Background: an optimization exercise with open tools, aiming at small area, a short achievable clock period and few clock cycles per item. Do not read the settings as production practice. Function was not checked in any run shown here: the RTL went through the layout flow alone. Power and IR drop assume default switching activity.

==> design/flow/design.v <==
module lfp16_mcu (
    input  wire        clk,
    input  wire        rst,         
    input  wire        cmd_valid,
    output wire        cmd_ready,
    input  wire [63:0] cmd,
    output reg         rsp_valid,
    input  wire        rsp_ready,
    output wire [63:0] rsp
);
    reg [3:0] cfg_f;
    reg       cfg_rmode;    
    wire [7:0]  op = cmd[63:56];
    wire [14:0] ma = cmd[14:0];
    wire [14:0] mb = cmd[46:32];
    wire        sa = cmd[15];
    wire        sb = cmd[47];
    wire [31:0] x  = cmd[31:0];
    wire z_rsv = ~|cmd[55:48];
    wire z_b   = ~|cmd[47:32];
    wire z_ahi = ~|cmd[31:16];
    wire mz_a  = ~|ma;
    wire mz_b  = ~|mb;
    wire a_zero = mz_a & ~sa;
    wire a_nar  = mz_a & sa;
    wire b_zero = z_b;
    wire b_nar  = mz_b & sb;
    wire ok_n   = z_rsv & z_b & z_ahi & a_zero;
    wire ok_u16 = z_rsv & z_b & z_ahi;
    wire ok_u32 = z_rsv & z_b;
    wire ok_b16 = z_rsv & z_ahi;
    wire hi0 = (op[7:4] == 4'h0);
    wire hi1 = (op[7:4] == 4'h1);
    wire hi2 = (op[7:4] == 4'h2);
    wire [3:0] lo = op[3:0];
    wire is_getcfg = hi0 & (lo == 4'h1);
    wire is_setf   = hi0 & (lo == 4'h2);
    wire is_setr   = hi0 & (lo == 4'h3);
    wire is_mul    = hi1 & (lo == 4'h0);
    wire is_div    = hi1 & (lo == 4'h1);
    wire is_sqr    = hi1 & (lo == 4'h2);
    wire is_sqrt   = hi1 & (lo == 4'h3);
    wire is_inv    = hi1 & (lo == 4'h4);
    wire is_neg    = hi1 & (lo == 4'h5);
    wire is_cmp    = hi2 & (lo <= 4'h4);
    wire illegal = ~(((is_mul | is_div | is_cmp) & ok_b16) |
                     ((is_sqr | is_sqrt | is_inv | is_neg) & ok_u16) |
                     (is_getcfg & ok_n) | ((is_setf | is_setr) & ok_u32));
    wire f_fmt  = (x[3:0] < 4'd7) | (x[3:0] > 4'd11) | (|x[15:4]);
    wire f_rnd  = |x[15:1];
    wire f_neg  = sa & ~mz_a;
    wire [2:0] fault = illegal ? 3'd4 :
                       (is_sqrt & f_neg) ? 3'd3 :
                       (is_setr & f_rnd) ? 3'd2 :
                       (is_setf & f_fmt) ? 3'd1 : 3'd0;
    wire notice  = is_setf & ~illegal & ~f_fmt;
    wire set_r   = is_setr & ~illegal & ~f_rnd;
    wire c_getcfg = ~op[5] & ~op[4];
    wire q_inv  = op[5] | (op[0] & ~op[1]) | op[2];           
    wire q_a    = op[4] & (op[1] | op[2]);                    
    wire q_k    = c_getcfg | (op[4] & op[0] & (op[1] | op[2]));   
    wire p_4000 = c_getcfg | (op[4] & op[2] & ~op[0]);        
    wire p_sh   = op[4] & op[1] & op[0];                      
    wire r_bit  = cfg_rmode & ma[0] & ma[1];
    wire [14:0] q_kval = {op[4], op[4] & op[1], 4'd0,
                          {9{~op[4]}} & {cfg_rmode, ~cfg_f, cfg_f}};
    wire s_qa  = q_a & ~q_inv & ~q_k;       
    wire s_qan = q_a &  q_inv & ~q_k;       
    wire s_qb  = ~q_a & ~q_inv & ~q_k;      
    wire s_qbn = ~q_a &  q_inv & ~q_k;      
    wire s_p0  = ~p_4000 & ~p_sh;
    wire s_p1  = ~p_4000 & p_sh;
    wire [14:0] q_val = (ma & {15{s_qa}}) | (~ma & {15{s_qan}}) |
                        (mb & {15{s_qb}}) | (~mb & {15{s_qbn}}) |
                        (q_kval & {15{q_k}});
    wire [14:0] p_val = (ma & {15{s_p0}}) | ({1'b0, ma[14:1]} & {15{s_p1}}) |
                        {p_4000, 14'd0};
    wire        c_in   = p_sh ? r_bit : (q_inv & ~q_k);
    wire [16:0] t_ext  = {1'b0, p_val, 1'b1} + {1'b0, q_val, c_in};
    wire [15:0] t      = t_ext[16:1];
    reg k_n, s15_n;
    always @(*) begin
        k_n = 1'b1; s15_n = 1'b0;
        if (is_getcfg) begin
            k_n = 1'b0;
        end else if (is_mul) begin
            k_n = a_nar | b_nar | a_zero | b_zero;
            s15_n = a_nar | b_nar | (~a_zero & ~b_zero & (sa ^ sb));
        end else if (is_div) begin
            k_n = a_nar | b_nar | b_zero | a_zero;
            s15_n = a_nar | b_nar | b_zero | (~a_zero & (sa ^ sb));
        end else if (is_sqr | is_sqrt) begin
            k_n = mz_a;
            s15_n = a_nar;
        end else if (is_inv) begin
            k_n = mz_a;
            s15_n = mz_a | sa;
        end else if (is_neg) begin
            k_n = mz_a;
            s15_n = sa ^ ~mz_a;
        end
    end
    wire lt11 = sa & ~sb;                   
    wire eq11 = ~(sa ^ sb);
    wire lt10 = sa;                         
    wire lt0  = ~sb;                        
    reg  x11_n, x10_n, x0_n;
    always @(*) begin
        case (lo[2:0])
            3'd0:    begin x11_n = eq11;          x10_n = 1'b0;  x0_n = 1'b0; end
            3'd1:    begin x11_n = lt11 | eq11;   x10_n = lt10;  x0_n = lt0;  end
            3'd2:    begin x11_n = lt11;          x10_n = lt10;  x0_n = lt0;  end
            3'd3:    begin x11_n = ~lt11 & ~eq11; x10_n = ~lt10; x0_n = ~lt0; end
            default: begin x11_n = ~lt11;         x10_n = ~lt10; x0_n = ~lt0; end
        endcase
    end
    wire cmp_ok = is_cmp & ~a_nar & ~b_nar;
    assign cmd_ready = ~rsp_valid | rsp_ready;
    reg [15:0] r_t;
    reg        r_k, r_s15, r_x11, r_x10, r_x0;
    reg [2:0]  r_fault;
    reg        r_notice;
    always @(posedge clk) begin
        if (rst) begin
            cfg_f     <= 4'd8;
            cfg_rmode <= 1'b0;
            rsp_valid <= 1'b0;
        end else begin
            rsp_valid <= cmd_valid | (rsp_valid & ~rsp_ready);
            if (cmd_valid & cmd_ready & notice) cfg_f     <= x[3:0];
            if (cmd_valid & cmd_ready & set_r)  cfg_rmode <= x[0];
        end
        if (cmd_ready) begin
            r_t      <= t;
            r_k      <= k_n;
            r_s15    <= s15_n;
            r_x11    <= x11_n & cmp_ok;
            r_x10    <= x10_n & cmp_ok;
            r_x0     <= x0_n & cmp_ok;
            r_fault  <= fault;
            r_notice <= notice;
        end
    end
    wire over  = r_t[15] & r_t[14];
    wire under = ~r_t[15] & ~r_t[14];
    wire z13_1 = ~|r_t[13:1];
    wire [14:0] m_cl;
    assign m_cl[14]   = r_t[15];
    assign m_cl[13:1] = (r_t[13:1] | {13{over}}) & {13{~under}};
    assign m_cl[0]    = r_t[0] | over | under | (~r_t[15] & z13_1);
    wire live = ~|r_fault;
    wire [15:0] r_res;
    assign r_res[15]   = r_s15 & live;
    assign r_res[14:1] = m_cl[14:1] & {14{~r_k & live}};
    wire eq_m = ~r_t[14] & z13_1 & ~r_t[0];           
    wire c_bit = r_t[15] ? (eq_m ? r_x11 : r_x10) : r_x0;
    assign r_res[0]    = ((m_cl[0] & ~r_k) | c_bit) & live;
    assign rsp = {28'd0, r_notice, r_fault, 16'd0, r_res};
endmodule
==> design/flow/flow/run.sh <==
#!/bin/bash
# Own flow: the standard layout, but synthesis maps with a different ABC
# script (flow/abc.script, via flow/mysynth.tcl). Each tool's output goes to
# a log file here.
set -euo pipefail
W=$(pwd)
export MY_ABC_SCRIPT="$W/flow/abc.script"
export MY_ABC_D=
make -C "$FLOW_HOME" DESIGN_CONFIG="$W/config.mk" WORK_HOME="$W/orfs" CLKGATE_MAP_FILE= \
  SYNTH_SCRIPT="$W/flow/mysynth.tcl" synth > "$W/synth.log" 2>&1
bash standard.sh finish > "$W/layout.log" 2>&1
==> design/flow/flow/abc.script <==
strash
dch -f
map -D 1200
topo
buffer -p
upsize -D 1200
dnsize -D 1200
stime -p
==> design/flow/flow/mysynth.tcl <==
# The standard synthesis (synth_recipe.tcl), with only the ABC mapping call
# replaced: Yosys's own ABC script with a delay target (MY_ABC_D, ps) and,
# when MY_ABC_SCRIPT is set, that script instead.
proc synth {args} { yosys synth -nofsm -noshare {*}$args }
proc abc {args} {
  set out {}
  set skip 0
  foreach a $args {
    if {$skip} { set skip 0; continue }
    if {$a eq "-script" || $a eq "-D"} { set skip 1; continue }
    lappend out $a
  }
  if {[info exists ::env(MY_ABC_SCRIPT)] && $::env(MY_ABC_SCRIPT) ne ""} {
    lappend out -script $::env(MY_ABC_SCRIPT)
  }
  if {[info exists ::env(MY_ABC_D)] && $::env(MY_ABC_D) ne ""} {
    lappend out -D $::env(MY_ABC_D)
  }
  puts "abc call: $out"
  yosys abc {*}$out
}
source $::env(SCRIPTS_DIR)/synth.tcl
# left out here: clear keep_hierarchy, flatten, clean up, hide names made inside functions, write 1_2_yosys.v
==> design/flow/standard.sh <==
#!/bin/bash
# synth_recipe.tcl (not shown) runs the flow's synth.tcl, then flattens the netlist and writes it again
# the make line also repeats each setting of config.mk as NAME=value (left out here)
make -C /OpenROAD-flow-scripts/flow DESIGN_CONFIG=/design/flow/config.mk WORK_HOME=/design/flow/orfs CLKGATE_MAP_FILE= SYNTH_SCRIPT=/design/flow/synth_recipe.tcl "${@:-finish}"
==> design/flow/config.mk <==
export PLATFORM = sky130hd
export DESIGN_NAME = lfp16_mcu
export DESIGN_NICKNAME = lfp16_mcu
export VERILOG_FILES = /design/flow/design.v
export SDC_FILE = /design/flow/constraint.sdc
export NUM_CORES = 4
export LEC_CHECK = 0
export CAP_MARGIN = 20
export CORE_MARGIN = 2
export CORE_UTILIZATION = 40
export SETUP_SLACK_MARGIN = 2.5
export SLEW_MARGIN = 20
==> design/flow/constraint.sdc <==
create_clock -name core_clock -period 6.0 [get_ports {clk}]
set_input_delay 1.2000 -clock core_clock [delete_from_list [all_inputs] [get_ports {clk}]]
set_output_delay 1.2000 -clock core_clock [all_outputs]
set_load 0.01 [all_outputs]
==> flow_metrics.env, run 1 <==
export IMPL_antenna_found_initial=0
export IMPL_crit_path_end_kind="register"
export IMPL_ant_nets=0
export IMPL_place_inst=699
export IMPL_gp_congestion=0.9172
export IMPL_p_leak_nw=2.386
export IMPL_die_h_um=99.80
export IMPL_cp_data_arrival_time_ns=3.78
export IMPL_wl_met3_um=775
export IMPL_min_from="cfg_f[0]"
export IMPL_critPathTopFamily="compound AO/OA/AOI/OAI gates"
export IMPL_clk_pin_slew_ns=0.07
export IMPL_cts_sinks=31
export IMPL_drv_cap=0
export IMPL_hpwlAfterDp_um=8584
export IMPL_dieArea_um2=9960
export IMPL_ir_worst_vdd_uv=121.3
export IMPL_first_pass_iters=5
export IMPL_start_util_pct=41.69
export IMPL_hold_depth=2
export IMPL_ys_async_sr_fraction_pct=0
export IMPL_clk_latency_ns=0.30
export IMPL_slew_viol_final=0
export IMPL_critPathBufInv=4
export IMPL_first_iter_violations=187
export IMPL_final_setup_viol_count=0
export IMPL_outcome="finished clean"
export IMPL_grt_overflow_total=0
export IMPL_min_period_over_period_pct=62.13
export IMPL_num_io_pins=134
export IMPL_seq_area_frac_synth_pct=23.72
export IMPL_reg2reg_slack_ns=3.53
export IMPL_io_buffer_count=89
export IMPL_rsz0062_at_grt="yes"
export IMPL_syn_inst=512
export IMPL_min_path_type="register to register"
export IMPL_rows=34
export IMPL_hold_viol=0
export IMPL_critPathKind="input pin to register"
export IMPL_multi_input_area_um2=2703
export IMPL_clockBufferDepth=2
export IMPL_routed_wl_um=11870
export IMPL_avgRoutedWirePerCell_um=15.39
export IMPL_fmax_ghz=0.2683
export IMPL_setup_tns_final_ns=0
export IMPL_ys_flop_type="edfxtp_1"
export IMPL_clockRootBuffer="clkbuf_8"
export IMPL_required_ns=6.05
export IMPL_grt_usage_pct=23.09
export IMPL_crit_path_max_incr_delay_ns=0.35
export IMPL_core_area_um2=8806
export IMPL_worstRegToRegCells=12
export IMPL_seq_area_um2=870.8
export IMPL_num_vias=4059
export IMPL_final_setup_skew_ns=0.008571
export IMPL_fin_nets=752
export IMPL_area_growth_pct=51.12
export IMPL_timing_rr_start="cfg_f[2]"
export IMPL_period_needed_ns=3.728
export IMPL_ys_ff_latch=31
export IMPL_powerDensity_nw_per_um2=185.0
export IMPL_instances_no_fill=771
export IMPL_synth_top_cell_by_area="edfxtp_1"
export IMPL_dieWidth_um=99.80
export IMPL_cts_tree="yes"
export IMPL_cp_max_fo=7
export IMPL_critPathSlowestCell="ha_1"
export IMPL_yosys_warnings=1
export IMPL_cts_made_buffers=5
export IMPL_fillers=771
export IMPL_r2r_end="r_t[15]"
export IMPL_drc=0
export IMPL_synth_edff_count=25
export IMPL_viasPerCell=5.265
export IMPL_cp_start_kind="input pin"
export IMPL_grt_pass1_vias=3808
export IMPL_synth_top_area_share_pct=20.45
export IMPL_insertedDiodeCount=0
export IMPL_drive_gt1_share_pct=24.89
export IMPL_highest_layer="met4"
export IMPL_grt_max_degree=27
export IMPL_dr_wl_met2_um=5764
export IMPL_cts_htree_levels=2
export IMPL_wl_met1_um=4995
export IMPL_hold_end="cfg_f[0]"
export IMPL_path_cells="buf_12 -> inv_6 -> a21oi_4 -> buf_6 -> buf_4 -> nor2_4 -> nor2_1 -> o221ai_2 -> ha_1 -> a21o_1 -> a31oi_4 -> o21ai_2 -> a31oi_4 -> o31ai_4 -> a21boi_2 -> o21ai_2 -> a21oi_2 -> o21bai_1"
export IMPL_grt_pass1_wl_um=18430
export IMPL_syn_cell_area_um2=3671
export IMPL_syn_mean_instance_area_um2=7.170
export IMPL_yosysUniqueCellTypes=55
export IMPL_yosys_top_cells_area="edfxtp_1 (20%), buf_4 (9.2%), nand2_1 (7.5%), ha_1 (7.2%), inv_1 (7.2%)"
## metal layers
layer / track usage, % / vias up
li1: - / 1988
met1: 30.32 / 1871
met2: 39.86 / 176
met3: 2.855 / 24
met4: 6.955 / 0
met5: 0 / -
## power by group
group / switching (mW) / internal, mW / total, mW
sequential: 0.0287 / 0.289 / 0.318
combinational: 0.263 / 0.237 / 0.500
clock: 0.0862 / 0.122 / 0.208
total: 0.378 / 0.648 / 1.03
## placed cells by master (no fill, tap or decap), types with 4 or more instances in the layout
cell type / netlist / final
nand2_1: 73 / 69
a21oi_1: 37 / 29
inv_1: 70 / 65
inv_2: 4 / 4
conb_1: 1 / 44
nand3_1: 17 / 15
buf_6: 0 / 6
nor2_1: 48 / 44
nor2_4: 3 / 6
dlygate4sd2_1: 0 / 4
clkdlybuf4s50_1: 0 / 79
o21ai_2: 0 / 4
ha_4: 0 / 5
nor4_1: 12 / 8
nor3_1: 11 / 9
ha_1: 21 / 14
clkbuf_8: 0 / 5
nand3_2: 4 / 4
o221ai_2: 0 / 5
edfxtp_1: 25 / 25
xor2_1: 9 / 6
a31oi_4: 2 / 4
o22ai_1: 15 / 15
o21ai_1: 14 / 15
nor2_2: 4 / 5
buf_4: 45 / 61
a21oi_2: 1 / 7
dfxtp_1: 6 / 6
nand4_1: 12 / 12
o21ai_0: 15 / 10
## through the flow
stage | utilization, % | total power, mW | setup WS (ns) | hold WS [ns] | instance area (um2)
2_1_floorplan | - | 0.5613 | 1.924 | 0.4444 | 3895
3_3_place_gp | 51.49 | 0.6488 | 0.9446 | 0.4904 | 4534
3_5_place_dp | 51.49 | 0.6498 | 0.8148 | 0.4987 | 4534
4_1_cts | 59.90 | 0.9502 | 2.352 | 0.5298 | 5275
5_1_grt | 63.00 | 1.079 | 2.115 | 0.5792 | 5548
6_report | 63.00 | 1.026 | 2.272 | 0.5423 | 5548
## worst max-delay path by stage
stage,from,endpoint,slack [ns],cells after the start
final,cmd[57],r_t[15],2.27,18
after global routing,cmd[57],r_t[15],2.11,18
after CTS,cmd[58],r_t[15],2.35,19
after detailed placement,cmd[57],r_t[15],0.81,17
after global placement,cmd[57],r_t[15],0.94,17
after floorplan,cmd[57],r_t[15],1.92,19
## synthesized netlist by cell type (all sizes together) (2+ instances only)
cell      n
a211oi    2
a21oi    39
a22oi     3
a31oi     8
and2      2
buf      47
clkbuf    8
dfxtp     6
edfxtp   25
ha       21
inv      74
nand2    76
nand3    21
nand4    12
nor2     55
nor3     11
nor3b     2
nor4     12
o2111ai   2
o21ai    30
o21bai    3
o221ai    6
o22ai    15
o311ai    5
o31ai     2
or4       2
xnor2     4
xor2      9
## cell families after synthesis
family | Yosys count | synth area share, %
compound gates | 121 | 22.26
fa+ha+maj | 22 | 7.703
buf+inv | 130 | 17.93
other cells | 1 | 0.1022
simple gates | 194 | 25.19
xor+xnor | 13 | 3.102
flops | 31 | 23.72
## worst reg2reg max path, stage by stage, from the launching register on
cell and delay [ns]:
dfxtp_1 0.30, inv_1 0.15, o221ai_2 0.15, ha_1 0.35, a21o_1 0.19, a31oi_4 0.17
o21ai_2 0.10, a31oi_4 0.21, o31ai_4 0.09, a21boi_2 0.22, o21ai_2 0.11, a21oi_2 0.13
o21bai_1 0.06
## flip-flops by register name, summed over array words and instances (netlist names)
name	cells
r_k	1
r_notice	1
cfg_f	4
r_x0	1
r_s15	1
r_x11	1
r_fault	3
rsp_valid	1
cfg_rmode	1
r_t	16
r_x10	1
## layout make-up
cell class	count	area share [%]
Inverter	75	5.458
Sequential cell	31	15.70
Clock buffer	5	1.240
Clock inverter	3	0.6991
Multi-Input combinational cell	394	48.71
Timing Repair Buffer	155	25.76
Tap cell	108	2.436
## repair_timing
action,CTS,global route
setup endpoints to repair,18,21
gates cloned,1,0
hold buffers,0,0
resized for setup,90,37
setup buffers,51,12
pin swaps,47,29
==> run 2, diff against run 1 <==
--- a/design/flow/config.mk
+++ b/design/flow/config.mk
@@ -9,4 +9,4 @@
 export CORE_MARGIN = 2
 export CORE_UTILIZATION = 40
-export SETUP_SLACK_MARGIN = 2.5
+export SETUP_SLACK_MARGIN = 2.0
 export SLEW_MARGIN = 20
==> run 2 against run 1 <==
Effect of this change:
- die area unchanged
- wire length shrank 8.9%
- sequential share of layout area grew 1.4 points
==> flow_metrics.env, run 2 <==
export IMPL_ys_flop_type="edfxtp_1"
export IMPL_synth_top_cells_by_count="nand2_1 (73), inv_1 (70), nor2_1 (48)"
export IMPL_slew_viol_final=0
export IMPL_first_iter_violations=164
export IMPL_drive_gt1_share_pct=17.38
export IMPL_yosysUniqueCellTypes=55
export IMPL_worst_slew_margin_rel_pct=64.89
export IMPL_grt_usage_pct=21.06
export IMPL_multi_input_area_um2=2537
export IMPL_area_growth_pct=39.06
export IMPL_grt_overflow_total=0
export IMPL_hpwlAfterDp_um=8591
export IMPL_crit_path_max_incr_delay_ns=0.39
export IMPL_critPathKind="input pin to register"
export IMPL_cp_data_arrival_time_ns=4.02
export IMPL_num_vias=3822
export IMPL_cp_max_fo=6
export IMPL_io_buffer_count=89
export IMPL_avgRoutedWirePerCell_um=14.58
export IMPL_clockPowerShare_pct=21.9
export IMPL_num_io_pins=134
export IMPL_worstRegToRegCells=12
export IMPL_viasPerCell=5.158
export IMPL_p_int_uw=590.5
export IMPL_seq_area_frac_synth_pct=23.72
export IMPL_critPathSlowestCell="a2111oi_2"
export IMPL_synth_adder_area_share_pct=7.703
export IMPL_period_needed_ns=3.983
export IMPL_cp_start_kind="input pin"
export IMPL_largest_reg_flops=16
export IMPL_fillers=837
export IMPL_grt_pass1_vias=3489
export IMPL_antenna_found_initial=0
export IMPL_ir_worst_vdd_uv=97.70
export IMPL_seq_area_um2=870.8
export IMPL_cts_hold_buf=0
export IMPL_ant_nets=0
export IMPL_synth_top_area_share_pct=20.45
export IMPL_path_cells="clkbuf_4 -> inv_4 -> a21oi_4 -> buf_6 -> nand4_1 -> buf_4 -> buf_4 -> buf_4 -> nand2_1 -> o21ai_1 -> o221ai_2 -> ha_1 -> a21oi_2 -> o21ai_0 -> inv_1 -> nor2_1 -> a2111oi_2 -> o31ai_1 -> nand2_1 -> nand2_1"
export IMPL_timing_rr_start="cfg_f[2]"
export IMPL_fin_nets=722
export IMPL_powerDensity_nw_per_um2=180.7
export IMPL_synth_mux_area_share_pct=0
export IMPL_outcome="finished clean"
export IMPL_final_cell_mix="clkdlybuf4s50_1 (84), nand2_1 (70), inv_1 (67)"
export IMPL_syn_cell_area_um2=3671
export IMPL_cts_tree="yes"
export IMPL_min_period_over_period_pct=66.38
export IMPL_syn_inst=512
export IMPL_cts_htree_levels=2
export IMPL_synth_edff_count=25
export IMPL_final_common_cell="clkdlybuf4s50_1"
export IMPL_setup_tns_final_ns=0
export IMPL_swShare_pct=35.98
export IMPL_rows=34
export IMPL_routed_wl_um=10810
export IMPL_synth_simple_area_share_pct=25.19
export IMPL_p_leak_nw=2.169
export IMPL_fmax_ghz=0.2511
export IMPL_grt_max_degree=27
export IMPL_grt_pass1_wl_um=16750
export IMPL_yosys_top_cells_area="edfxtp_1 (20%), buf_4 (9.2%), nand2_1 (7.5%), ha_1 (7.2%), inv_1 (7.2%)"
export IMPL_fin_util_pct=57.97
export IMPL_min_path_type="register to register"
export IMPL_start_util_pct=41.69
export IMPL_clk_pin_slew_ns=0.07
export IMPL_final_setup_viol_count=0
export IMPL_clockBufferDepth=2
export IMPL_synthXorXnorAreaFrac_pct=3.102
export IMPL_required_ns=6.03
export IMPL_min_from="cfg_f[0]"
export IMPL_dieArea_um2=9960
export IMPL_r2r_end="r_t[15]"
export IMPL_hold_end="cfg_f[0]"
export IMPL_clk_latency_ns=0.29
export IMPL_syn_mean_instance_area_um2=7.170
export IMPL_yosysMostFrequentCell="nand2_1"
export IMPL_die_h_um=99.80
export IMPL_ys_async_sr_fraction_pct=0
export IMPL_synth_compound_area_share_pct=22.26
export IMPL_p_switching_uw=331.9
export IMPL_reg2reg_slack_ns=3.57
export IMPL_clockRootBuffer="clkbuf_8"
export IMPL_drv_cap=0
export IMPL_dieWidth_um=99.80
export IMPL_synth_top_cell_by_area="edfxtp_1"
export IMPL_seqPwrFrac_pct=33.8
export IMPL_core_area_um2=8806
export IMPL_gp_congestion=0.8894
export IMPL_comb_power_share_pct=44.3
export IMPL_final_setup_skew_ns=0.01028
export IMPL_insertedDiodeCount=0
export IMPL_rsz0062_at_grt="no"
export IMPL_synth_top_family_by_area="simple AND/OR/NAND/NOR gates"
export IMPL_yosys_warnings=1
export IMPL_tightest_slew_ns=0.5201
export IMPL_top_register="r_t"
export IMPL_cts_sinks=31
export IMPL_crit_path_end_kind="register"
export IMPL_cts_made_buffers=5
export IMPL_hold_depth=2
export IMPL_hold_viol=0
export IMPL_drc=0
export IMPL_top_regs="r_t x16, cfg_f x4, r_fault x3"
export IMPL_ys_ff_latch=31
export IMPL_first_pass_iters=5
run 2: timing repair:
| action | CTS | global route |
|---|---|---|
| setup endpoints to repair | 12 | 6 |
| resized for setup | 30 | 35 |
| setup buffers | 21 | 13 |
| pin swaps | 9 | 14 |
run 2: logic make-up after synthesis:
logic type / Yosys count
other: 1
buffers and inverters: 130
AO/OA/AOI/OAI: 121
adder cells (fa/ha/maj): 22
flip-flops: 31
XOR/XNOR: 13
AND/OR/NAND/NOR: 194
run 2: final cells by class:
cell class | instances | area share [%]
Clock buffer | 5 | 1.348
Clock inverter | 3 | 0.7598
Inverter | 75 | 5.735
Multi-Input combinational cell | 394 | 49.71
Sequential cell | 31 | 17.06
Tap cell | 108 | 2.647
Timing Repair Buffer | 125 | 22.75
run 2: how the worst max path moves through the flow:
stage	slack, ns	startpoint	cells past startpoint	to
floorplan	1.92	cmd[57]	19	r_t[15]
global placement	0.94	cmd[57]	17	r_t[15]
detailed placement	0.86	cmd[57]	17	r_t[15]
CTS	2.02	cmd[58]	19	r_t[15]
global route	1.89	cmd[58]	20	r_t[14]
finish	2.02	cmd[58]	20	r_t[14]
run 2: per-stage QoR:
step                      power (mW)  cell area [um2]  cells  hold slack (ns)  setup WS, ns
after floorplan               0.5613             3895    555           0.4444         1.924
after global routing          0.9811             5105    741           0.5493         1.894
after CTS                     0.8752             4895    728           0.5144         2.022
after global placement        0.6487             4534    699           0.4868        0.9371
after detailed placement      0.6489             4534    699           0.4891        0.8573
final                         0.9224             5105    741           0.5146         2.017
run 2: critical path, delay by kind of cell:
| family | cells | cell delay (ns) |
|---|---|---|
| AOI/OAI and AO/OA | 7 | 1.22 |
| adders and majority gates | 1 | 0.31 |
| buffers and inverters | 7 | 0.91 |
| and+or+nand+nor | 5 | 0.35 |
run 2: per-layer routing:
| layer | routed length [um] | up-vias | global-route usage (%) |
|---|---|---|---|
| li1 | - | 1928 | - |
| met1 | 5058 | 1734 | 29.27 |
| met2 | 5063 | 139 | 35.08 |
| met3 | 477 | 21 | 2.646 |
| met4 | 207 | 0 | 4.953 |
| met5 | 0 | - | 0 |
run 2: power groups by stage:
stage / clock, mW / combinational [mW] / sequential (mW)
floorplan: 0 / 0.252 / 0.309
global route: 0.214 / 0.451 / 0.316
finish: 0.202 / 0.409 / 0.312
global placement: 0 / 0.333 / 0.316
detailed placement: 0 / 0.333 / 0.316
CTS: 0.205 / 0.359 / 0.311
==> run 3, diff against run 2 <==
--- a/design/flow/design.v
+++ b/design/flow/design.v
@@ -65,18 +65,12 @@
     wire [14:0] q_kval = {op[4], op[4] & op[1], 4'd0,
                           {9{~op[4]}} & {cfg_rmode, ~cfg_f, cfg_f}};
-    wire s_qa  = q_a & ~q_inv & ~q_k;       
-    wire s_qan = q_a &  q_inv & ~q_k;       
-    wire s_qb  = ~q_a & ~q_inv & ~q_k;      
-    wire s_qbn = ~q_a &  q_inv & ~q_k;      
-    wire s_p0  = ~p_4000 & ~p_sh;
-    wire s_p1  = ~p_4000 & p_sh;
-    wire [14:0] q_val = (ma & {15{s_qa}}) | (~ma & {15{s_qan}}) |
-                        (mb & {15{s_qb}}) | (~mb & {15{s_qbn}}) |
-                        (q_kval & {15{q_k}});
-    wire [14:0] p_val = (ma & {15{s_p0}}) | ({1'b0, ma[14:1]} & {15{s_p1}}) |
-                        {p_4000, 14'd0};
+    wire [14:0] q_src  = q_a ? ma : mb;
+    wire [14:0] q_val  = q_k ? q_kval : (q_src ^ {15{q_inv}});
+    wire [14:0] p_val  = p_4000 ? 15'h4000 :
+                         p_sh   ? {1'b0, ma[14:1]} : ma;
     wire        c_in   = p_sh ? r_bit : (q_inv & ~q_k);
-    wire [16:0] t_ext  = {1'b0, p_val, 1'b1} + {1'b0, q_val, c_in};
-    wire [15:0] t      = t_ext[16:1];
+    wire [9:0] lo_ext = {1'b0, p_val[7:0], 1'b1} + {1'b0, q_val[7:0], c_in};
+    wire [8:0] t_lo   = lo_ext[9:1];            
+    wire [7:0] u_hi   = {1'b0, p_val[14:8]} + {1'b0, q_val[14:8]};
     reg k_n, s15_n;
     always @(*) begin
@@ -117,8 +111,8 @@
     wire cmp_ok = is_cmp & ~a_nar & ~b_nar;
     assign cmd_ready = ~rsp_valid | rsp_ready;
-    reg [15:0] r_t;
+    reg [8:0]  r_lo;
+    reg [7:0]  r_hi;
     reg        r_k, r_s15, r_x11, r_x10, r_x0;
-    reg [2:0]  r_fault;
-    reg        r_notice;
+    reg [2:0]  r_fc;        
     always @(posedge clk) begin
         if (rst) begin
@@ -132,5 +126,6 @@
         end
         if (cmd_ready) begin
-            r_t      <= t;
+            r_lo     <= t_lo;
+            r_hi     <= u_hi;
             r_k      <= k_n;
             r_s15    <= s15_n;
@@ -138,8 +133,8 @@
             r_x10    <= x10_n & cmp_ok;
             r_x0     <= x0_n & cmp_ok;
-            r_fault  <= fault;
-            r_notice <= notice;
+            r_fc     <= notice ? 3'd5 : fault;
         end
     end
+    wire [15:0] r_t = {r_hi + {7'd0, r_lo[8]}, r_lo[7:0]};
     wire over  = r_t[15] & r_t[14];
     wire under = ~r_t[15] & ~r_t[14];
@@ -149,5 +144,7 @@
     assign m_cl[13:1] = (r_t[13:1] | {13{over}}) & {13{~under}};
     assign m_cl[0]    = r_t[0] | over | under | (~r_t[15] & z13_1);
-    wire live = ~|r_fault;
+    wire [2:0] r_fault  = {r_fc[2] & ~r_fc[0], r_fc[1], r_fc[0] & ~r_fc[2]};
+    wire       r_notice = r_fc[2] & r_fc[0];
+    wire live = ~r_fc[1] & ~(r_fc[2] ^ r_fc[0]);
     wire [15:0] r_res;
     assign r_res[15]   = r_s15 & live;
==> design/flow/flow/run.sh (replaced) <==
#!/bin/bash
# Own flow: the standard layout (standard.sh), except
#  - synthesis (flow/mysynth.tcl) maps with flow/abc.script; the registers
#    are those of the standard synthesis;
#  - every port still gets its buffer, but a plain sky130 buf_1 instead of
#    the delay cell buffer_ports picks by default;
#  - flow/opts.sh may set further options (see there).
# Each tool's output goes to a log file here (synth.log, layout.log).
set -euo pipefail
W=$(pwd)
export MY_ABC_SCRIPT="$W/flow/abc.script"
export MY_ABC_D=
export BUFFER_PORTS_ARGS="-buffer_cell sky130_fd_sc_hd__buf_1"
if [[ -f "$W/flow/opts.sh" ]]; then source "$W/flow/opts.sh"; fi
make -C "$FLOW_HOME" DESIGN_CONFIG="$W/config.mk" WORK_HOME="$W/orfs" CLKGATE_MAP_FILE= \
  SYNTH_SCRIPT="$W/flow/mysynth.tcl" synth > "$W/synth.log" 2>&1
bash standard.sh finish > "$W/layout.log" 2>&1
--- a/design/flow/flow/mysynth.tcl
+++ b/design/flow/flow/mysynth.tcl
@@ -1,5 +1,5 @@
 # The standard synthesis (synth_recipe.tcl), with only the ABC mapping call
-# replaced: Yosys's own ABC script with a delay target (MY_ABC_D, ps) and,
-# when MY_ABC_SCRIPT is set, that script instead.
+# replaced: flow/abc.script (MY_ABC_SCRIPT) instead of the ORFS speed script,
+# and, when MY_NO_FA is set, no extraction of full/half adder cells.
 proc synth {args} { yosys synth -nofsm -noshare {*}$args }
 proc abc {args} {
@@ -20,4 +20,5 @@
   yosys abc {*}$out
 }
+if {[info exists ::env(MY_NO_FA)] && $::env(MY_NO_FA) ne ""} { set ::env(ADDER_MAP_FILE) "" }
 source $::env(SCRIPTS_DIR)/synth.tcl
 # left out here: clear keep_hierarchy, flatten, clean up, hide names made inside functions, write 1_2_yosys.v
==> design/flow/flow/opts.sh (new file) <==
# keep the single tie cell synthesis makes for the constant outputs
export SKIP_REPAIR_TIE_FANOUT=1
==> run 3 against run 2 <==
Effect of this change:
- clock skew increased by 0.011 ns
- area after synthesis increased by 1.1%
- sequential share of layout area increased by 4.8 points
- cell count decreased by 9.0%
- count of clock-buffer cells in the layout unchanged
- maximum frequency increased by 4.5%
- first-iteration DRC count increased by 30%
- register-to-register slack improved by 0.16 ns
- largest power group is now registers
==> flow_metrics.env, run 3 <==
export IMPL_cts_made_buffers=5
export IMPL_dpl_cell_area_um2=3816
export IMPL_hpwlAfterDp_um=8123
export IMPL_ir_worst_vdd_uv=80.02
export IMPL_min_path_type="register to register"
export IMPL_fmax_ghz=0.2625
export IMPL_top_register="r_lo"
export IMPL_avgRoutedWirePerCell_um=14.56
export IMPL_crit_path_end_kind="register"
export IMPL_place_worst_setup_slack_ns=1.740
export IMPL_num_io_pins=134
export IMPL_io_buffer_count=89
export IMPL_final_common_cell="buf_1"
export IMPL_tightest_slew_ns=0.5313
export IMPL_antenna_found_initial=0
export IMPL_final_cell_mix="buf_1 (85), inv_1 (68), a21oi_1 (68)"
export IMPL_core_area_um2=9109
export IMPL_grt_max_degree=45
export IMPL_top_regs="r_lo x9, r_hi x8, cfg_f x4"
export IMPL_syn_mean_instance_area_um2=7.192
export IMPL_viasPerCell=5.181
export IMPL_instances_no_fill=674
export IMPL_critPathTopFamily="compound AO/OA/AOI/OAI gates"
export IMPL_cts_hold_buf=0
export IMPL_final_area_um2=3984
export IMPL_critPathKind="input pin to register"
export IMPL_start_util_pct=40.74
export IMPL_insertedDiodeCount=0
export IMPL_grt_usage_pct=19.39
export IMPL_synth_edff_count=25
export IMPL_rsz0062_at_grt="no"
export IMPL_yosys_warnings=1
export IMPL_place_inst=662
export IMPL_syn_inst=516
export IMPL_min_period_over_period_pct=63.49
export IMPL_cp_data_arrival_time_ns=3.84
export IMPL_ant_nets=0
export IMPL_finalWorstSetupSlack_ns=2.190
export IMPL_grt_overflow_total=0
export IMPL_critPathBufInv=1
export IMPL_ys_async_sr_fraction_pct=0
export IMPL_synth_top_cell_by_area="edfxtp_1"
export IMPL_rows=35
export IMPL_drive_gt1_share_pct=8.703
export IMPL_yosysUniqueCellTypes=47
export IMPL_final_setup_viol_count=0
export IMPL_area_growth_pct=7.350
export IMPL_worst_slew_margin_rel_pct=64.12
export IMPL_period_needed_ns=3.810
export IMPL_drv_cap=0
export IMPL_ys_ff_latch=31
export IMPL_seq_area_frac_synth_pct=23.47
export IMPL_first_pass_iters=5
export IMPL_synth_top_area_share_pct=20.23
export IMPL_outcome="finished clean"
export IMPL_die_h_um=100.3
export IMPL_powerDensity_nw_per_um2=207.5
export IMPL_hold_viol=0
export IMPL_clockBufferDepth=2
export IMPL_num_vias=3492
export IMPL_dieWidth_um=100.3
export IMPL_yosys_top_cells_area="edfxtp_1 (20%), buf_4 (9.3%), a21oi_1 (9.2%), ha_1 (8.8%), inv_1 (7.0%)"
export IMPL_cts_sinks=31
export IMPL_path_cells="clkbuf_2 -> nand2_2 -> nand2_8 -> mux2_2 -> o21ai_0 -> o21ai_0 -> ha_1 -> fa_1 -> a21o_1 -> a21oi_1 -> o21bai_1 -> a21oi_1 -> xor2_1"
export IMPL_yosysMostFrequentCell="inv_1"
export IMPL_critPathSlowestCell="fa_1"
export IMPL_clockRootBuffer="clkbuf_8"
export IMPL_cts_htree_levels=2
export IMPL_clk_latency_ns=0.30
export IMPL_drc=0
export IMPL_clk_pin_slew_ns=0.09
export IMPL_cp_start_kind="input pin"
export IMPL_synth_top_cells_by_count="inv_1 (69), a21oi_1 (68), nor2_1 (52)"
export IMPL_setup_tns_final_ns=0
export IMPL_p_leak_nw=1.663
export IMPL_routed_wl_um=9811
export IMPL_grt_pass1_wl_um=15510
export IMPL_required_ns=6.03
export IMPL_first_iter_violations=213
export IMPL_slew_viol_final=0
export IMPL_grt_pass1_vias=3275
export IMPL_syn_cell_area_um2=3711
export IMPL_gp_congestion=0.9235
export IMPL_ys_flop_type="edfxtp_1"
export IMPL_final_setup_skew_ns=0.02178
export IMPL_fin_nets=658
export IMPL_cts_tree="yes"
export IMPL_cp_max_fo=25
export IMPL_crit_path_max_incr_delay_ns=0.41
export IMPL_largest_reg_flops=9
export IMPL_dieArea_um2=10060
## run 3: cell types whose count changed after synthesis, moves of 7 or more
cell     change
xor2_1       +9
o21ai_1      -7
o22ai_1     -13
a21oi_1     +31
nand2_1     -28
o21ai_0     +11
## run 3: layout make-up
class	count	area, um2
Clock inverter	3	38.79
Multi-Input combinational cell	351	2180
Clock buffer	5	68.82
Sequential cell	31	870.8
Inverter	77	295.3
Fill cell	974	5125
Tap cell	111	138.9
Timing Repair Buffer	96	391.6
## run 3: worst reg2reg max path, delay by kind of cell (launching register included)
kind / cells / cell delay (ns)
AOI/OAI and AO/OA: 6 / 0.90
xor gates and xnor gates: 1 / 0.13
adders and majority gates: 1 / 0.43
buffers and inverters: 1 / 0.08
DFF: 1 / 0.35
and+or+nand+nor: 2 / 0.14
## run 3: repair_timing
action / in CTS / in global routing
gates resized for setup: 0 / 11
buffers inserted: 0 / 4
setup endpoints to repair: 0 / 4
## run 3: power by group
part	switching [mW]	total (mW)	internal, mW
clock network	0.0833	0.205	0.122
registers	0.0234	0.312	0.289
logic	0.198	0.309	0.111
## run 3: kinds of logic (layout without fill, tap and decap cells)
kind of cell,Yosys count,after routing,synth area share (%)
AOI/OAI and AO/OA,132,132,20.20
xor gates and xnor gates,26,26,6.136
adders and majority gates,28,28,9.845
buffers and inverters,134,181,18.31
DFF,31,31,23.47
muxes,2,2,0.6068
other,1,1,0.1010
and+or+nand+nor,162,162,21.34
## run 3: per-stage QoR
stage	power (mW)	hold slack (ns)	util, %
floorplan	0.5591	0.4370	-
global placement	0.6146	0.4702	41.90
detailed placement	0.6183	0.4651	41.90
CTS	0.8250	0.4811	43.08
global route	0.8889	0.5102	43.74
finish	0.8266	0.4851	43.74
## run 3: per-layer routing
layer,vias up,track usage [%],share of wire (%)
met4,0,5.585,2.0
met1,1551,26.02,45
met2,122,31.75,46
met3,16,3.760,7.2
met5,-,0,0
li1,1803,-,-
## run 3: path summary, 6_finish.rpt
| kind | start | to | slack, ns | depth (start not counted) |
|---|---|---|---|---|
| setup / recovery | cmd[58] | r_hi[6] | 2.19 | 13 |
| hold reg to reg | cfg_f[2] | cfg_f[2] | 0.49 | 2 |
| hold / removal | cfg_f[2] | cfg_f[2] | 0.49 | 2 |
| setup reg to reg | cfg_f[0] | r_lo[7] | 3.73 | 11 |
==> run 4, diff against run 3 <==
--- a/design/flow/design.v
+++ b/design/flow/design.v
@@ -56,21 +56,23 @@
     wire notice  = is_setf & ~illegal & ~f_fmt;
     wire set_r   = is_setr & ~illegal & ~f_rnd;
-    wire c_getcfg = ~op[5] & ~op[4];
-    wire q_inv  = op[5] | (op[0] & ~op[1]) | op[2];           
-    wire q_a    = op[4] & (op[1] | op[2]);                    
-    wire q_k    = c_getcfg | (op[4] & op[0] & (op[1] | op[2]));   
-    wire p_4000 = c_getcfg | (op[4] & op[2] & ~op[0]);        
-    wire p_sh   = op[4] & op[1] & op[0];                      
+    wire q_inv  = op[5] | op[2] | op[0];
+    wire q_k    = ~op[5] & (op[1] | op[2] | ~op[4]);
+    wire k_14   = q_k & ~(op[4] & op[1] & ~op[0]);         
+    wire k_13   = op[4] & op[1] & op[0];                  
+    wire p_m    = op[5] | (op[4] & ~op[1] & (~op[2] | op[0]));
+    wire p_sqr  = op[4] & op[1] & ~op[0];
+    wire p_sqrt = op[4] & op[1] & op[0];
+    wire p_inv  = op[4] & op[2] & ~op[0];
+    wire p_cfg  = ~op[4];
     wire r_bit  = cfg_rmode & ma[0] & ma[1];
-    wire [14:0] q_kval = {op[4], op[4] & op[1], 4'd0,
-                          {9{~op[4]}} & {cfg_rmode, ~cfg_f, cfg_f}};
-    wire [14:0] q_src  = q_a ? ma : mb;
-    wire [14:0] q_val  = q_k ? q_kval : (q_src ^ {15{q_inv}});
-    wire [14:0] p_val  = p_4000 ? 15'h4000 :
-                         p_sh   ? {1'b0, ma[14:1]} : ma;
-    wire        c_in   = p_sh ? r_bit : (q_inv & ~q_k);
+    wire [14:0] q_val = ((mb ^ {15{q_inv}}) & {15{~q_k}}) | {k_14, k_13, 13'd0};
+    wire [15:0] p_alt = ({ma, 1'b0} & {16{p_sqr}}) | ({2'b0, ma[14:1]} & {16{p_sqrt}}) |
+                        ({1'b0, ~ma} & {16{p_inv}}) |
+                        ({7'd0, cfg_rmode, ~cfg_f, cfg_f} & {16{p_cfg}});
+    wire [15:0] p_val = p_m ? {1'b0, ma} : p_alt;
+    wire        c_in  = p_sqrt ? r_bit : (q_inv & ~q_k) | p_inv;
     wire [9:0] lo_ext = {1'b0, p_val[7:0], 1'b1} + {1'b0, q_val[7:0], c_in};
     wire [8:0] t_lo   = lo_ext[9:1];            
-    wire [7:0] u_hi   = {1'b0, p_val[14:8]} + {1'b0, q_val[14:8]};
+    wire [7:0] u_hi   = p_val[15:8] + {1'b0, q_val[14:8]};
     reg k_n, s15_n;
     always @(*) begin
==> run 4 against run 3 <==
Effect of this change:
- area after synthesis unchanged
- maximum frequency increased by 0.72%
- worst hold slack improved by 0.0028 ns
- largest cell class unchanged
- critical path depth increased by 5
- global-route usage decreased by 0.90 points
- flip-flop and latch count unchanged
- critical endpoint unchanged
==> flow_metrics.env, run 4 <==
export IMPL_fin_total_pwr_uw=714.7
export IMPL_cts_setup_buffers=0
export IMPL_top_regs="r_lo x9, r_hi x8, cfg_f x4"
export IMPL_grt_overflow_total=0
export IMPL_synth_mux_area_share_pct=0
export IMPL_yosys_warnings=1
export IMPL_min_path_type="register to register"
export IMPL_num_vias=3498
export IMPL_multi_input_area_um2=2203
export IMPL_fmax_ghz=0.2644
export IMPL_hold_viol=0
export IMPL_fin_util_pct=43.05
export IMPL_final_setup_viol_count=0
export IMPL_start_util_pct=40.74
export IMPL_final_cell_mix="buf_1 (88), inv_1 (67), nor2_1 (50)"
export IMPL_first_iter_violations=183
export IMPL_synth_top_family_by_area="simple AND/OR/NAND/NOR gates"
export IMPL_tightest_slew_ns=0.5963
export IMPL_yosys_top_cells_area="edfxtp_1 (20%), buf_4 (9.3%), ha_1 (8.8%), inv_1 (6.9%), a21oi_1 (5.4%)"
export IMPL_min_period_over_period_pct=63.04
export IMPL_grt_usage_pct=18.49
export IMPL_top_register="r_lo"
export IMPL_rsz0062_at_grt="yes"
export IMPL_syn_mean_instance_area_um2=7.262
export IMPL_dieWidth_um=100.3
export IMPL_core_area_um2=9109
export IMPL_ir_worst_vdd_uv=95.01
export IMPL_synth_edff_count=25
export IMPL_synth_simple_area_share_pct=22.05
export IMPL_ant_nets=0
export IMPL_clockBufferDepth=2
export IMPL_rows=35
export IMPL_synth_top_area_share_pct=20.23
export IMPL_grt_pass1_vias=3128
export IMPL_setup_tns_final_ns=0
export IMPL_clk_latency_ns=0.28
export IMPL_fin_nets=650
export IMPL_hold_depth=2
export IMPL_avgRoutedWirePerCell_um=13.97
export IMPL_largest_reg_flops=9
export IMPL_grt_pass1_wl_um=15000
export IMPL_drv_cap=0
export IMPL_dieArea_um2=10060
export IMPL_synth_top_cell_by_area="edfxtp_1"
export IMPL_path_cells="buf_1 -> inv_2 -> nor2_1 -> inv_2 -> nor2_4 -> inv_1 -> o22ai_1 -> o21ai_0 -> o21ai_0 -> ha_1 -> inv_1 -> fa_1 -> nor2_1 -> a211oi_1 -> nor2_1 -> o21ai_0 -> nand2_1 -> xor2_1"
export IMPL_final_common_cell="buf_1"
export IMPL_required_ns=6.04
export IMPL_clk_pin_slew_ns=0.07
export IMPL_cp_start_kind="input pin"
export IMPL_ys_async_sr_fraction_pct=0
export IMPL_syn_cell_area_um2=3711
export IMPL_cts_htree_levels=2
export IMPL_seq_area_um2=870.8
export IMPL_synth_adder_area_share_pct=9.845
export IMPL_drc=0
export IMPL_worstRegToRegCells=13
export IMPL_final_setup_skew_ns=0.007125
export IMPL_synth_compound_area_share_pct=19.55
export IMPL_critPathSlowestCell="fa_1"
export IMPL_seq_area_frac_synth_pct=23.47
export IMPL_drive_gt1_share_pct=5.766
export IMPL_powerDensity_nw_per_um2=182.3
export IMPL_yosysMostFrequentCell="inv_1"
export IMPL_ys_flop_type="edfxtp_1"
export IMPL_antenna_found_initial=0
export IMPL_clockRootBuffer="clkbuf_8"
export IMPL_routed_wl_um=9303
export IMPL_first_pass_iters=5
export IMPL_worst_slew_margin_rel_pct=59.72
export IMPL_cp_data_arrival_time_ns=3.82
export IMPL_cts_made_buffers=5
export IMPL_fillers=973
export IMPL_viasPerCell=5.252
export IMPL_grt_max_degree=45
export IMPL_p_leak_nw=1.620
export IMPL_area_growth_pct=5.664
export IMPL_io_buffer_count=89
export IMPL_cts_sinks=31
export IMPL_critPathKind="input pin to register"
export IMPL_crit_path_end_kind="register"
export IMPL_hpwlAfterDp_um=7703
export IMPL_gp_congestion=0.9860
export IMPL_yosysUniqueCellTypes=44
export IMPL_slew_viol_final=0
export IMPL_synthXorXnorAreaFrac_pct=7.283
export IMPL_outcome="finished clean"
export IMPL_syn_inst=511
export IMPL_synth_top_cells_by_count="inv_1 (68), nor2_1 (51), buf_4 (46)"
export IMPL_cp_max_fo=10
export IMPL_ys_ff_latch=31
export IMPL_period_needed_ns=3.782
export IMPL_crit_path_max_incr_delay_ns=0.40
export IMPL_cts_tree="yes"
export IMPL_die_h_um=100.3
export IMPL_insertedDiodeCount=0
export IMPL_num_io_pins=134
run 4: cell types whose count changed after synthesis, sizes merged, moves of 3 or more:
| cell | previous run | this run |
|---|---|---|
| xor2 | 18 | 14 |
| o21bai | 6 | 3 |
| a211oi | 7 | 4 |
| o22ai | 2 | 14 |
| nand2 | 51 | 45 |
| a22oi | 0 | 9 |
| nand3 | 15 | 26 |
| xnor2 | 8 | 16 |
| o21ai | 34 | 44 |
| inv | 77 | 73 |
| a21oi | 68 | 40 |
run 4: per-stage QoR:
stage | cells | area (um2) | hold WS [ns] | setup slack [ns]
after detailed placement | 658 | 3816 | 0.4811 | 1.667
after global placement | 658 | 3816 | 0.4681 | 1.756
after global routing | 666 | 3921 | 0.5134 | 1.991
after floorplan | 511 | 3711 | 0.4375 | 2.360
after CTS | 666 | 3908 | 0.4916 | 2.088
final | 666 | 3921 | 0.4880 | 2.218
run 4: metal layers:
layer  global-route usage [%]  vias to the layer above  wire length (um)
met3                    2.507                       10               448
met2                    30.72                      110              4354
met5                        0                        -                 0
met4                    3.477                        0                90
met1                    25.88                     1575              4409
li1                         -                     1803                 -
run 4: worst max-delay path: cells and delay by family:
kind | cells | cell delay, ns
XOR/XNOR | 1 | 0.06
AO/OA/AOI/OAI | 5 | 0.55
AND/OR/NAND/NOR | 5 | 0.71
buffers and inverters | 5 | 0.66
adder cells (fa/ha/maj) | 2 | 0.63
run 4: cell families after synthesis:
group | after synthesis
adder cells (fa/ha/maj) | 28
flip-flops | 31
buffers and inverters | 128
AO/OA/AOI/OAI | 126
AND/OR/NAND/NOR | 167
other | 1
XOR/XNOR | 30
run 4: area by class of cell:
| cell class | count | area share, % |
|---|---|---|
| Sequential cell | 31 | 22.21 |
| Inverter | 73 | 6.988 |
| Timing Repair Buffer | 91 | 8.934 |
| Multi-Input combinational cell | 352 | 56.19 |
| Clock inverter | 3 | 0.3829 |
| Clock buffer | 5 | 1.755 |
| Tap cell | 111 | 3.542 |
run 4: timing repair:
action	4_1_cts	5_1_grt
gates cloned	0	0
hold buffers	0	0
endpoints found under the hold margin	0	0
setup endpoints to repair	2	4
pin swaps	0	0
gates resized for setup	2	5
run 4: where the power goes:
part | leakage (nW) | internal, mW | switching [mW]
clock network | 0.0392 | 0.0788 | 0.0852
logic | 1.27 | 0.0908 | 0.161
registers | 0.312 | 0.277 | 0.0215
run 4: worst paths after layout:
check / startpoint / end / slack (ns)
hold reg to reg: cfg_rmode / cfg_rmode / 0.49
hold / removal: cfg_rmode / cfg_rmode / 0.49
setup / recovery: cmd[56] / r_hi[6] / 2.22
setup reg to reg: cfg_rmode / r_hi[6] / 3.67
==> run 5, diff against run 4 <==
==> design/flow/flow/abc.script (replaced) <==
strash
dc2
dch -f
map -D 1200
topo
buffer -p
upsize -D 1200
dnsize -D 1200
stime -p
==> run 5 against run 4 <==
Effect of this change:
- still clean
- die area down 1.5%
- combinational power down 2%
- via count down 2.9%
- cell count down 1.8%
- synthesized cell count down 1.2%
- clock power up 21%
- final area down 1.1%
- wire length down 4.1%
- critical path depth up 2
- flip-flop and latch count unchanged
- sequential share of layout area up 0.24 points
- register-to-register slack worse by 0.29 ns
- largest cell class unchanged
- highest routed layer unchanged
==> flow_metrics.env, run 5 <==
export IMPL_final_setup_viol_count=0
export IMPL_p_switching_uw=256.5
export IMPL_drc=0
export IMPL_area_growth_pct=6.162
export IMPL_routed_wl_um=8926
export IMPL_io_buffer_count=89
export IMPL_viasPerCell=5.194
export IMPL_yosys_warnings=1
export IMPL_crit_path_end_kind="register"
export IMPL_clockPowerShare_pct=26.7
export IMPL_synth_edff_count=25
export IMPL_fin_total_pwr_uw=741.6
export IMPL_cts_tree="yes"
export IMPL_use_met3_pct=3.725
export IMPL_cts_resized=2
export IMPL_ys_async_sr_fraction_pct=0
export IMPL_p_int_uw=485.1
export IMPL_min_path_type="register to register"
export IMPL_final_setup_skew_ns=0.006474
export IMPL_p_leak_nw=1.597
export IMPL_antenna_found_initial=0
export IMPL_clockRootBuffer="clkbuf_8"
export IMPL_synth_top_area_share_pct=20.54
export IMPL_setup_tns_final_ns=0
export IMPL_grt_usage_pct=18.10
export IMPL_slew_viol_final=0
export IMPL_yosysUniqueCellTypes=50
export IMPL_fillers=922
export IMPL_fmax_ghz=0.2636
export IMPL_clk_pin_slew_ns=0.07
export IMPL_outcome="finished clean"
export IMPL_synth_top_cell_by_area="edfxtp_1"
export IMPL_num_io_pins=134
export IMPL_gr_usage_met2_pct=29.89
export IMPL_final_area_um2=3880
export IMPL_clk_latency_ns=0.28
export IMPL_cp_start_kind="input pin"
export IMPL_final_common_cell="buf_1"
export IMPL_cts_setup_buffers=0
export IMPL_fin_nets=641
export IMPL_min_from="cfg_f[2]"
export IMPL_powerDensity_nw_per_um2=191.1
export IMPL_rows=34
export IMPL_dieWidth_um=99.59
export IMPL_cts_made_buffers=5
export IMPL_cp_data_arrival_time_ns=3.83
export IMPL_drive_gt1_share_pct=8.059
export IMPL_seqPwrFrac_pct=39.9
export IMPL_grt_overflow_total=0
export IMPL_top_regs="r_lo x9, r_hi x8, cfg_f x4"
export IMPL_timing_rr_start="cfg_f[0]"
export IMPL_rsz0062_at_grt="yes"
export IMPL_cts_htree_levels=2
export IMPL_cp_max_fo=26
export IMPL_grt_max_degree=45
export IMPL_clockBufferDepth=2
export IMPL_drv_cap=0
export IMPL_grt_pass1_vias=3161
export IMPL_required_ns=6.04
export IMPL_ant_nets=0
export IMPL_top_register="r_lo"
export IMPL_synth_top_cells_by_count="inv_1 (63), nand2_1 (48), buf_4 (46)"
export IMPL_first_iter_violations=133
export IMPL_insertedDiodeCount=0
export IMPL_period_needed_ns=3.793
export IMPL_ys_ff_latch=31
export IMPL_syn_mean_instance_area_um2=7.237
export IMPL_first_pass_iters=4
export IMPL_yosysMostFrequentCell="inv_1"
export IMPL_ys_flop_type="edfxtp_1"
export IMPL_min_period_over_period_pct=63.22
export IMPL_cts_sinks=31
export IMPL_start_util_pct=41.50
export IMPL_comb_power_share_pct=33.4
export IMPL_hold_viol=0
export IMPL_yosys_top_cells_area="edfxtp_1 (21%), buf_4 (9.4%), ha_1 (8.9%), inv_1 (6.5%), a21oi_1 (5.9%)"
export IMPL_gp_congestion=0.9381
export IMPL_avgRoutedWirePerCell_um=13.65
export IMPL_swShare_pct=34.58
export IMPL_ir_worst_vdd_uv=152.2
export IMPL_grt_pass1_wl_um=14630
export IMPL_seq_area_frac_synth_pct=23.83
export IMPL_syn_cell_area_um2=3655
export IMPL_critPathKind="input pin to register"
export IMPL_dieArea_um2=9917
export IMPL_cts_hold_buf=0
export IMPL_hpwlAfterDp_um=7479
export IMPL_final_cell_mix="buf_1 (87), inv_1 (62), nand2_1 (46)"
export IMPL_core_area_um2=8806
export IMPL_largest_reg_flops=9
export IMPL_grtUsageMet1_pct=23.65
export IMPL_top_usage_layer="met2"
export IMPL_critPathLaunch="cmd[58]"
export IMPL_die_h_um=99.59
export IMPL_dpl_cell_area_um2=3735
export IMPL_syn_inst=505
export IMPL_num_vias=3397
## run 5: changes by cell type after synthesis, moves of 5 or more
cell	previous run	this run
o21ai_0	38	43
nor2_1	51	43
inv_1	68	63
nand3_1	24	19
xnor2_1	15	4
## run 5: power groups by stage
stage | Sequential, mW | Combinational, mW | Clock (mW)
2_1_floorplan | 0.295 | 0.197 | 0
3_3_place_gp | 0.299 | 0.240 | 0
3_5_place_dp | 0.300 | 0.243 | 0
4_1_cts | 0.295 | 0.245 | 0.205
5_1_grt | 0.300 | 0.281 | 0.216
6_report | 0.296 | 0.248 | 0.198
## run 5: logic make-up (layout without fill, tap and decap cells)
kind of cell | Yosys count | after routing | synth area share [%]
AND/OR/NAND/NOR | 160 | 160 | 20.99
AO/OA/AOI/OAI | 136 | 136 | 22.01
buffers and inverters | 131 | 172 | 18.56
flip-flops | 31 | 31 | 23.83
adder cells (fa/ha/maj) | 28 | 28 | 9.997
XOR/XNOR | 18 | 18 | 4.519
other | 1 | 1 | 0.1026
## run 5: per-stage QoR
step	utilization [%]	setup WS [ns]	instances	hold slack (ns)
4_1_cts	43.73	2.065	654	0.4958
3_3_place_gp	42.41	1.722	646	0.4774
2_1_floorplan	-	2.180	505	0.4479
5_1_grt	44.06	1.954	654	0.5146
3_5_place_dp	42.41	1.582	646	0.4837
6_report	44.06	2.207	654	0.4980
## run 5: final timing paths
path	to	slack, ns	cells past startpoint
min reg2reg	cfg_f[2]	0.50	2
min	cfg_f[2]	0.50	2
max	r_lo[7]	2.21	20
max reg2reg	r_lo[7]	3.38	15
## run 5: cell type report
cell class	instances	area (um2)	share of cell area [%]
Timing Repair Buffer	91	355.3	9.158
Clock buffer	5	68.82	1.774
Multi-Input combinational cell	343	2135	55.01
Clock inverter	3	38.79	0.9997
Inverter	73	276.5	7.127
Tap cell	108	135.1	3.483
Sequential cell	31	870.8	22.44
## run 5: metal layers
metal | part of all wire, % | wire length (um) | vias up
li1 | - | - | 1779
met5 | 0 | 0 | -
met2 | 45 | 3991 | 117
met1 | 47 | 4198 | 1483
met4 | 2.5 | 227 | 0
met3 | 5.7 | 508 | 18
## run 5: worst max-delay path, cell delays in order
cell,delay [ns]
clkbuf_2,0.16
inv_2,0.09
nor2_1,0.16
nor2_1,0.06
nor2_1,0.12
buf_6,0.20
inv_1,0.12
a21oi_1,0.14
a32oi_1,0.12
ha_1,0.35
nand2_1,0.07
nand2_1,0.05
a21oi_1,0.19
nor2_1,0.06
o21ai_0,0.21
a21boi_0,0.16
nor2_1,0.12
nor2_1,0.04
nor2_1,0.11
xnor2_1,0.08
==> run 6, diff against run 5 <==
==> design/flow/flow/abc.script (replaced) <==
strash
&get -n
&st
&syn2
&dch -f
&nf -p
&put
topo
buffer -p
upsize -D 1200
dnsize -D 1200
stime -p
==> run 6 against run 5 <==
Effect of this change:
- wire length shrank 0.81%
- global-route usage grew 0.56 points
- sequential power grew 3%
- worst setup slack lost 0.067 ns
- clock power shrank 22%
- power shrank 1.0%
- core utilization grew 0.33 points
- critical path depth shrank 7
- synthesized cell count shrank 11%
- sequential share of layout area grew 0.16 points
- cell count shrank 7.2%
- area after synthesis shrank 2.9%
- largest cell class unchanged
- highest routed layer unchanged
==> flow_metrics.env, run 6 <==
export IMPL_outcome="finished clean"
export IMPL_syn_mean_instance_area_um2=7.871
export IMPL_clockRootBuffer="clkbuf_8"
export IMPL_viasPerCell=5.473
export IMPL_synth_compound_area_share_pct=18.93
export IMPL_grt_usage_pct=18.67
export IMPL_synth_top_cell_by_area="edfxtp_1"
export IMPL_area_growth_pct=8.530
export IMPL_grt_overflow_total=0
export IMPL_powerDensity_nw_per_um2=190.5
export IMPL_synth_top_family_by_area="simple AND/OR/NAND/NOR gates"
export IMPL_setup_tns_final_ns=0
export IMPL_drv_cap=0
export IMPL_hold_ws_ns=0.5075
export IMPL_die_h_um=98.20
export IMPL_clk_pin_slew_ns=0.06
export IMPL_cts_sinks=31
export IMPL_clockBufferDepth=2
export IMPL_ir_worst_vdd_uv=91.03
export IMPL_syn_inst=451
export IMPL_clk_latency_ns=0.28
export IMPL_period_needed_ns=3.860
export IMPL_dpl_cell_area_um2=3662
export IMPL_seq_area_frac_synth_pct=24.53
export IMPL_worstRegToRegCells=9
export IMPL_use_met3_pct=3.006
export IMPL_yosysMostFrequentCell="nor2_1"
export IMPL_tightest_slew_ns=0.5753
export IMPL_hold_viol=0
export IMPL_routed_wl_um=8854
export IMPL_synth_mux_area_share_pct=0.9165
export IMPL_final_setup_skew_ns=0.004363
export IMPL_synth_simple_area_share_pct=24.07
export IMPL_synth_adder_area_share_pct=10.29
export IMPL_cp_data_arrival_time_ns=4.06
export IMPL_hpwlAfterDp_um=7066
export IMPL_final_common_cell="buf_1"
export IMPL_required_ns=6.20
export IMPL_hold_depth=2
export IMPL_final_cell_mix="buf_1 (85), nor2_1 (79), a21oi_1 (43)"
export IMPL_fmax_ghz=0.2591
export IMPL_drive_gt1_share_pct=7.816
export IMPL_final_area_um2=3852
export IMPL_yosys_top_cells_area="edfxtp_1 (21%), buf_4 (9.7%), ha_1 (9.2%), nor2_1 (8.6%), a21oi_1 (6.2%)"
export IMPL_cts_made_buffers=5
export IMPL_num_io_pins=134
export IMPL_ant_nets=0
export IMPL_min_period_over_period_pct=64.33
export IMPL_antenna_found_initial=0
export IMPL_top_usage_layer="met2"
export IMPL_slew_viol_final=0
export IMPL_rows=34
export IMPL_syn_cell_area_um2=3550
export IMPL_cts_htree_levels=2
export IMPL_ys_flop_type="edfxtp_1"
export IMPL_ys_ff_latch=31
export IMPL_dieWidth_um=98.20
export IMPL_grtUsageMet1_pct=24.18
export IMPL_grt_pass1_wl_um=14790
export IMPL_crit_path_end_kind="register"
export IMPL_cts_tree="yes"
export IMPL_cp_max_fo=7
export IMPL_avgRoutedWirePerCell_um=14.59
export IMPL_yosysUniqueCellTypes=57
export IMPL_yosys_warnings=1
export IMPL_final_setup_viol_count=0
export IMPL_first_iter_violations=184
export IMPL_rsz0062_at_grt="no"
export IMPL_top_register="r_lo"
export IMPL_place_inst=592
export IMPL_insertedDiodeCount=0
export IMPL_min_path_type="register to register"
export IMPL_gp_congestion=0.9161
export IMPL_fin_util_pct=44.39
export IMPL_instances_no_fill=607
export IMPL_drc=0
export IMPL_fin_total_pwr_uw=733.9
export IMPL_finalWorstSetupSlack_ns=2.140
export IMPL_top_regs="r_lo x9, r_hi x8, cfg_f x4"
export IMPL_synth_edff_count=25
export IMPL_place_worst_setup_slack_ns=1.180
export IMPL_num_vias=3322
export IMPL_gr_usage_met2_pct=31.56
export IMPL_grt_pass1_vias=3162
export IMPL_synthXorXnorAreaFrac_pct=8.142
export IMPL_grt_max_degree=45
export IMPL_p_leak_nw=1.530
export IMPL_first_pass_iters=6
export IMPL_io_buffer_count=89
export IMPL_cp_start_kind="input pin"
export IMPL_core_area_um2=8678
export IMPL_start_util_pct=40.90
export IMPL_synth_top_area_share_pct=21.15
export IMPL_fin_nets=594
export IMPL_worst_slew_margin_rel_pct=61.65
export IMPL_synth_top_cells_by_count="nor2_1 (81), buf_4 (46), a21oi_1 (44)"
export IMPL_ys_async_sr_fraction_pct=0
export IMPL_dieArea_um2=9643
export IMPL_largest_reg_flops=9
export IMPL_critPathKind="input pin to register"
-- run 6: cell count changes after synthesis, moves of 7 or more --
cell | previous run | this run
inv_1 | 63 | 16
inv_2 | 9 | 0
nand2_1 | 48 | 19
nand2b_1 | 0 | 9
nand3_1 | 19 | 9
nor2_1 | 43 | 81
nor2b_1 | 0 | 7
o21ai_0 | 43 | 12
o22ai_1 | 18 | 1
xnor2_1 | 4 | 12
xor2_1 | 13 | 21
-- run 6: worst paths after layout --
path / startpoint / slack [ns] / to
setup / recovery: cmd[12] / 2.14 / cfg_f[0]
hold / removal: cfg_f[3] / 0.51 / cfg_f[3]
setup reg to reg: cfg_f[0] / 3.46 / r_lo[7]
hold reg to reg: cfg_f[3] / 0.51 / cfg_f[3]
-- run 6: report_power, final --
| part | total (mW) | leakage, nW | switching [mW] | internal, mW |
|---|---|---|---|---|
| Clock | 0.155 | 0.0422 | 0.0734 | 0.0812 |
| Combinational | 0.274 | 1.18 | 0.164 | 0.109 |
| Sequential | 0.306 | 0.311 | 0.0244 | 0.281 |
-- run 6: layout make-up --
type                       count  area (um2)
fill                         927        4826
inverter                      17       66.31
sequential                    31       870.8
clock buffer                   7       76.32
tap                          108       135.1
multi-input combinational    343        2277
timing repair buffer         100       421.7
clock inverter                 1       5.005
-- run 6: logic make-up (layout without fill, tap and decap cells) --
family / after synthesis / count (layout)
multiplexers: 3 / 3
other: 1 / 1
flip-flops: 31 / 31
AND/OR/NAND/NOR: 174 / 174
buffers and inverters: 77 / 125
XOR/XNOR: 33 / 33
adder cells (fa/ha/maj): 28 / 28
AO/OA/AOI/OAI: 104 / 104
-- run 6: routing by layer --
layer	wire, um	vias to the layer above
met4	216	0
met1	3861	1521
li1	-	1657
met5	0	-
met2	4145	124
met3	630	20
-- run 6: critical path, cell delays in order --
cell	delay, ns
buf_1	0.16
nor4_1	0.30
nand3_1	0.19
or4_4	0.46
nand2b_2	0.24
inv_1	0.09
ha_1	0.19
nor4b_4	0.23
o211ai_1	0.19
a2111oi_4	0.39
buf_4	0.20
nor2_1	0.04
a211oi_1	0.19
-- run 6: timing repair --
action                                 CTS  global route
gates resized for setup                  7            11
gates cloned                             0             0
setup endpoints to repair               13            15
setup buffers                            4             3
pin swaps                                2             2
hold buffers                             0             0
endpoints found under the hold margin    0             0

==> afterwards: timing with drivers on the ports <==
In the flow no input, the clock included, has a driving cell. The finished layouts below were timed again as built, in two steps.
Step 1: set_driving_cell puts a clkbuf_16 on clk and a buf_2 on each other input, an assumption about the parent block.
Step 2 adds t to the input delays and takes it off the output delays; t is the mean of the earliest and latest rising clock arrival at the registers after step 1. Input paths then give back, and output paths get back, about the clock's delay inside the block.
a / b / c = ideal / step 1 / step 2; a / b = the first two.
run	shift t [ns]	slack for setup (ns)	hold WS [ns]	worst setup path after step 2	latest minus earliest clock arrival (ns)
run 1	0.323	2.272 / 2.238 / 1.915	0.542 / 0.542 / 0.542	input to register	0.009 / 0.009
run 2	0.310	2.017 / 2.023 / 1.713	0.515 / 0.515 / 0.515	input to register	0.010 / 0.010
run 3	0.319	2.190 / 2.199 / 1.880	0.485 / 0.485 / 0.485	input to register	0.022 / 0.022
run 4	0.311	2.218 / 2.224 / 1.913	0.488 / 0.488 / 0.488	input to register	0.007 / 0.008
run 5	0.308	2.207 / 2.212 / 1.904	0.498 / 0.498 / 0.498	input to register	0.006 / 0.006
run 6	0.311	2.140 / 2.149 / 1.838	0.507 / 0.507 / 0.507	input to register	0.004 / 0.004
After both steps setup and hold are still met in every run listed. For run 1, which loses most, drivers alone change the setup slack by -0.034 ns; drivers and shift together by -0.357 ns.
